Context: an optimization exercise on an open-source flow, tuned for small area, a short achievable clock period and few clock cycles. The choices shown serve that exercise and are no tape-out recipe. In this exercise RTL edits were held to simulation tests only and were not proved equivalent to the original. Power figures rest on the tool's default switching activity, not on a simulated workload.

Setup of v35:
## gfig_rx
module gfig_rx (
    input  wire         clk,
    input  wire         rst,         
    input  wire         in_valid,
    input  wire [7:0]   in_data,
    input  wire         in_last,
    output wire         in_ready,
    output reg          rep_valid,
    output reg  [2:0]   rep_code,
    output reg  [279:0] rep_data
);
For scale: ~1700 cells after synthesis, about 710 flip-flops, roughly 300 I/O pins, about 28000 µm² of cells after synthesis.
clock: 11.0 ns
lec_check: 0
abc_clock_period_in_ps: 3000
cap_margin: 20
core_margin: 2
core_utilization: 65
cts_buf_list: sky130_fd_sc_hd__clkbuf_4 sky130_fd_sc_hd__clkbuf_8
cts_cluster_diameter: 60
cts_cluster_size: 16
place_density: 0.75
slew_margin: 20
standard.sh (not shown) runs the stock make flow with config.mk's settings and CLKGATE_MAP_FILE= SYNTH_SCRIPT=/design/flow/synth_recipe.tcl, a recipe that flattens the netlist after the stock synthesis.
==> flow/flow/run.sh <==
#!/bin/bash
# Layout flow: the standard ORFS flow with these changes:
#  - repair_timing keeps a setup margin, so paths are sized and buffered
#    past the clock period, and may resize cells to other footprints;
#  - ports are buffered with buf_1 cells.
set -e -o pipefail
export SETUP_SLACK_MARGIN=7.6
export BUFFER_PORTS_ARGS="-buffer_cell sky130_fd_sc_hd__buf_1"
bash standard.sh MATCH_CELL_FOOTPRINT=0 finish 2>&1 | tee standard_flow.log
Testbench counts of v35, summed over its fixed seeds: cycles 186,711.
#### Input delta (v41 over v35)
Settings: swapping 0.75 for 0.85 in PLACE_DENSITY; swapping 65 for 75 in CORE_UTILIZATION; swapping 16 for 26 in CTS_CLUSTER_SIZE; clearing CTS_BUF_LIST, which used to be sky130_fd_sc_hd__clkbuf_4 sky130_fd_sc_hd__clkbuf_8; swapping 60 for 80 in CTS_CLUSTER_DIAMETER.
Findings:
Relative to v35, clock buffer count has gone down in v41. v35 ended up with rep_data[134] as its start point of the critical path; v41 ended up with rep_data[109]. Between v35 and v41, the sequential group power figures differ only marginally. The final reports for v41 and v35 show combined global-route utilization of all metal layers higher in the former. Diff v35..v41 | total nets after synthesis | unchanged. Diff v41..v35 | portion of the clock cycle consumed by the worst path in the final layout | negligible. The initial antenna violation count of v41 is lower than that of v35. On power, v35 loses to v41.
Edits applied to the flow inputs when going from v41 to v21:
Settings: PLACE_DENSITY: 0.85 -> 0.75; CORE_UTILIZATION: 75 -> 65.
--- a/flow/flow/run.sh
+++ b/flow/flow/run.sh
@@ -6,4 +6,5 @@
 set -e -o pipefail
 export SETUP_SLACK_MARGIN=7.6
+export CTS_BUF_DISTANCE=600
 export BUFFER_PORTS_ARGS="-buffer_cell sky130_fd_sc_hd__buf_1"
 bash standard.sh MATCH_CELL_FOOTPRINT=0 finish 2>&1 | tee standard_flow.log
--- outcome ---
- Run comparison: v41 source of the critical timing path rep_data[109]; v21 source of the critical timing path rep_data[251]
- Worst ir drop on vdd: v21 vs v41 up about 4%
- Going from v41 to v21, number of standard-cell rows in the floorplan grows by 5.
- Wire length of the first global-routing pass sits lower in v21 than in v41.

* * *

Starting RTL as in the previous note.
export LEC_CHECK = 0
export ABC_CLOCK_PERIOD_IN_PS = 3000
export CAP_MARGIN = 20
export CORE_MARGIN = 2
export CORE_UTILIZATION = 65
export CTS_CLUSTER_DIAMETER = 80
export CTS_CLUSTER_SIZE = 26
export PLACE_DENSITY = 0.75
export SLEW_MARGIN = 20
create_clock -name core_clock -period 11.0 [get_ports {clk}]
==> flow/flow/run.sh <==
#!/bin/bash
# Layout flow: the standard ORFS flow with these changes:
#  - repair_timing keeps a setup margin, so paths are sized and buffered
#    past the clock period, and may resize cells to other footprints;
#  - ports are buffered with buf_1 cells.
set -e -o pipefail
export SETUP_SLACK_MARGIN=7.8
export BUFFER_PORTS_ARGS="-buffer_cell sky130_fd_sc_hd__buf_1"
bash standard.sh MATCH_CELL_FOOTPRINT=0 finish 2>&1 | tee standard_flow.log
The baseline passed the timing, design-rule and antenna checks.
Testbench counts at the start, summed over its fixed seeds: cycles 186,711.
Next try:
--- a/flow/flow/run.sh
+++ b/flow/flow/run.sh
@@ -7 +7 @@
-export SETUP_SLACK_MARGIN=7.8
+export SETUP_SLACK_MARGIN=7.6
ABC_CLOCK_PERIOD_IN_PS = unset   (was 3000)
Outcome:
- hold slack is worse by 0.027 ns
- design area goes down by 1.5%
- area after synthesis stays the same
- first-iteration DRC count goes up by 18%
- non-clock buffer count goes down by 3
- global-route usage goes up by 0.31 points
- synthesized cell count stays the same
- total power goes up by 0.46%
- worst setup slack is better by 0.060 ns
Next try:
ABC_CLOCK_PERIOD_IN_PS = 3000   (was unset)
CORE_UTILIZATION = 70   (was 65)
PLACE_DENSITY = 0.8   (was 0.75)
Effect: Synthesized area does not change. Final area is about the same. Wire length climbs slightly. Hold slack gains 0.019 ns. Register-to-register slack degrades by 0.10 ns.
Next try:
CORE_UTILIZATION = 65   (was 70)
PLACE_DENSITY = 0.75   (was 0.8)
Effect: Cell area stays flat. Worst setup slack gets better by 0.0068 ns. Total power climbs by about 0.35%. Clock-buffer cell count grows by 2. Final cell count rises by 0.80%. Synthesized cell count does not change. Sequential cell count stays the same. Clock power is about the same. Synthesized area does not change. Combinational power barely changes. Via count shrinks by about 1.2%.

what the ideal ports hide:
The flow's constraints put no driver on any port. The routed layouts listed below were extracted and timed again, unchanged, in two steps. Step 1, drivers: a clkbuf_16 drives clk and a buf_2 each remaining input, both assumed. Step 2, shift: input delay + t, output delay - t, t = (earliest + latest rising clock arrival at the registers) / 2. This alone moves slack from input paths to output paths. Slacks: ideal / step 1 / step 2; pairs: ideal / step 1.
run	shift t [ns]	setup WS [ns]	latest minus earliest clock arrival (ns)
v35	0.724	7.541 / 7.487 / 7.300	0.048 / 0.048
v41	0.667	7.537 / 7.480 / 7.021	0.017 / 0.017
v21	0.644	7.630 / 7.571 / 7.272	0.045 / 0.046
the first run of note 2	0.633	7.570 / 7.513 / 7.282	0.032 / 0.031
the second run of note 2	0.644	7.630 / 7.571 / 7.272	0.045 / 0.046
the third run of note 2	0.625	7.623 / 7.566 / 7.271	0.031 / 0.031
the fourth run of note 2	0.644	7.630 / 7.571 / 7.272	0.045 / 0.046
After both steps every run listed still meets setup and hold. The setup slack of v41, which loses most, moves by -0.057 ns with the drivers and by -0.516 ns with both steps.
